This design comes from an exercise in tuning for small area, a short achievable clock period and few clock cycles per item on the open sky130 flow, not from production work. Only simulation tests tie the RTL to the original design; equivalence was not proved. No activity file was given, so power comes from the tool's default toggle rates.

// bias_relu
module bias_relu (
    input  wire        clk,
    input  wire        rst,         
    input  wire        in_valid,
    output wire        in_ready,
    input  wire [31:0] in_a,        
    input  wire [31:0] in_b,        
    input  wire        in_add,      
    input  wire        in_relu,     
    output wire        out_valid,
    input  wire        out_ready,
    output wire [31:0] out_data
);
    integer i;
    reg v1, v2, hv, tv;
    wire r1_en = ~(v1 & v2 & tv);       
    wire r2_en = ~(v2 & tv);            
    wire wr    = v2 & ~tv;              
    wire rd    = hv & out_ready;        
    assign in_ready  = ir;
    assign out_valid = hv;
    reg  [31:0] a, b_in;
    reg         add, relu;
    always @(posedge clk)
        if (r1_en) begin
            a <= in_a; b_in <= in_b; add <= in_add; relu <= in_relu;
        end
    wire [31:0] b = b_in;
    wire        sa = a[31], sb = b[31];
    wire [7:0]  ea = a[30:23], eb = b[30:23];
    wire        ea_z = (ea == 8'd0), eb_z = (eb == 8'd0);
    wire        ea_m = (ea == 8'hFF), eb_m = (eb == 8'hFF);
    wire        fa_z = (a[22:0] == 23'd0), fb_z = (b[22:0] == 23'd0);
    wire        a_nan = ea_m & ~fa_z, b_nan = add & eb_m & ~fb_z;
    wire        a_inf = ea_m & fa_z,  b_inf = add & eb_m & fb_z;
    wire        sub  = add & (sa ^ sb);
    wire        gt, eqm;
    mag_cmp32 u_cmp (.x({1'b0, b[30:0]}), .y({1'b0, a[30:0]}), .gt(gt), .eq(eqm));
    wire        swap = add & gt;
    wire        a_zero = ea_z & fa_z;
    wire [7:0]  xa = {ea[7:1], ea[0] | ea_z};
    wire [7:0]  xb = {eb[7:1], eb[0] | eb_z};
    wire [7:0]  dab = xa - xb;
    wire [7:0]  dba = xb - xa;
    wire [7:0]  d   = swap ? dba : dab;
    wire        s_big  = swap ? sb : sa;
    wire [7:0]  x_big  = swap ? xb : xa;
    wire [23:0] m_big  = swap ? {~eb_z, b[22:0]} : {~ea_z, a[22:0]};
    wire [23:0] m_small= swap ? {~ea_z, a[22:0]} : ({~eb_z, b[22:0]} & {24{add}});
    wire        dbig = |d[7:5];
  ...
Size: about 1800 cells after synthesis, about 100 I/O pins, ~0.014 sq mm of cells after synthesis.
export LEC_CHECK = 0
export ABC_AREA = 1
export CAP_MARGIN = 20
export CORE_MARGIN = 2
export CORE_UTILIZATION = 40
export SLEW_MARGIN = 20
create_clock -name core_clock -period 24.0 [get_ports {clk}]
standard.sh (not shown) runs the stock make flow with config.mk's settings and CLKGATE_MAP_FILE= SYNTH_SCRIPT=/design/flow/synth_recipe.tcl, a recipe that flattens the netlist after the stock synthesis.
==> flow/flow/run.sh <==
#!/bin/bash
# Standard synthesis, then the standard layout steps with:
#  - repair_timing aiming for a setup margin of 17.8 ns on the design's clock,
#  - resizing not limited to the same cell footprint,
#  - port buffers of the smallest plain buffer (repair upsizes the critical ones).
set -e
bash standard.sh synth > synth.log 2>&1
bash standard.sh SETUP_SLACK_MARGIN=17.8 MATCH_CELL_FOOTPRINT=0 \
    "BUFFER_PORTS_ARGS=-buffer_cell sky130_fd_sc_hd__buf_1" finish > layout.log 2>&1
Testbench counts at the start, summed over its fixed seeds: cycles 16,024, items 16,000.
==> next run, changes <==
--- a/flow/flow/run.sh
+++ b/flow/flow/run.sh
@@ -3 +3 @@
-#  - repair_timing aiming for a setup margin of 17.8 ns on the design's clock,
+#  - repair_timing aiming for a setup margin of 18.2 ns on the design's clock,
@@ -8 +8 @@
-bash standard.sh SETUP_SLACK_MARGIN=17.8 MATCH_CELL_FOOTPRINT=0 \
+bash standard.sh SETUP_SLACK_MARGIN=18.2 MATCH_CELL_FOOTPRINT=0 \
PLACE_DENSITY = 0.75   (was not set)
Outcome:
- The new run produced a clean layout
- cell area rose slightly
- first-iteration DRC count rose by a quarter to a third
- register-to-register slack improved by 0.10 ns
- power is about the same
- wire length rose slightly
- global-route usage fell by 0.57 points
- sequential share of layout area fell by 0.59 points
- die area is unchanged
- count of clock-buffer cells in the layout rose by 1
- final cell count rose slightly
==> next run, changes <==
--- a/flow/flow/run.sh
+++ b/flow/flow/run.sh
@@ -3 +3 @@
-#  - repair_timing aiming for a setup margin of 18.2 ns on the design's clock,
+#  - repair_timing aiming for a setup margin of 18.0 ns on the design's clock,
@@ -8 +8 @@
-bash standard.sh SETUP_SLACK_MARGIN=18.2 MATCH_CELL_FOOTPRINT=0 \
+bash standard.sh SETUP_SLACK_MARGIN=18.0 MATCH_CELL_FOOTPRINT=0 \
PLACE_DENSITY = not set   (was 0.75)
Outcome: First-iteration DRC count is lower by 24%; global-route usage is higher by 0.85 points; combinational power is lower by about 1%; hold slack got worse by 0.0052 ns; wire length is higher by 1.7%; worst setup slack hardly moves; maximum frequency is about the same; power is higher by 0.92%; synthesized area is unchanged; synthesized cell count is unchanged; design area is lower by 0.91%.

[port drivers added, routing unchanged]
Ports are ideal in the flow. The routed layouts listed here were re-timed in OpenROAD. Step 1 (the two cells are an assumption about what drives the block):
set clk [get_ports {clk}]
set_driving_cell -lib_cell sky130_fd_sc_hd__clkbuf_16 $clk
set_driving_cell -lib_cell sky130_fd_sc_hd__buf_2 [delete_from_list [all_inputs] $clk]
Step 2 also shifts input and output timing later by t, the mid clock arrival at the registers, as if the neighbouring blocks saw the same clock. a / b / c = no drivers / after step 1 / after step 2; a / b = the first two.
run | t, ns | setup WS [ns] | worst hold slack (ns) | clock arrival spread, ns
the first run | 0.506 | 18.201 / 18.148 / 18.215 | 0.452 / 0.452 / 0.452 | 0.017 / 0.017
the second run | 0.505 | 18.202 / 18.151 / 18.081 | 0.457 / 0.457 / 0.457 | 0.016 / 0.016
the third run | 0.502 | 18.203 / 18.153 / 18.246 | 0.452 / 0.452 / 0.452 | 0.017 / 0.018
After both steps every run listed still meets setup and hold. The setup slack of the second run, which loses most, moves by -0.051 ns with the drivers and by -0.121 ns with both steps.
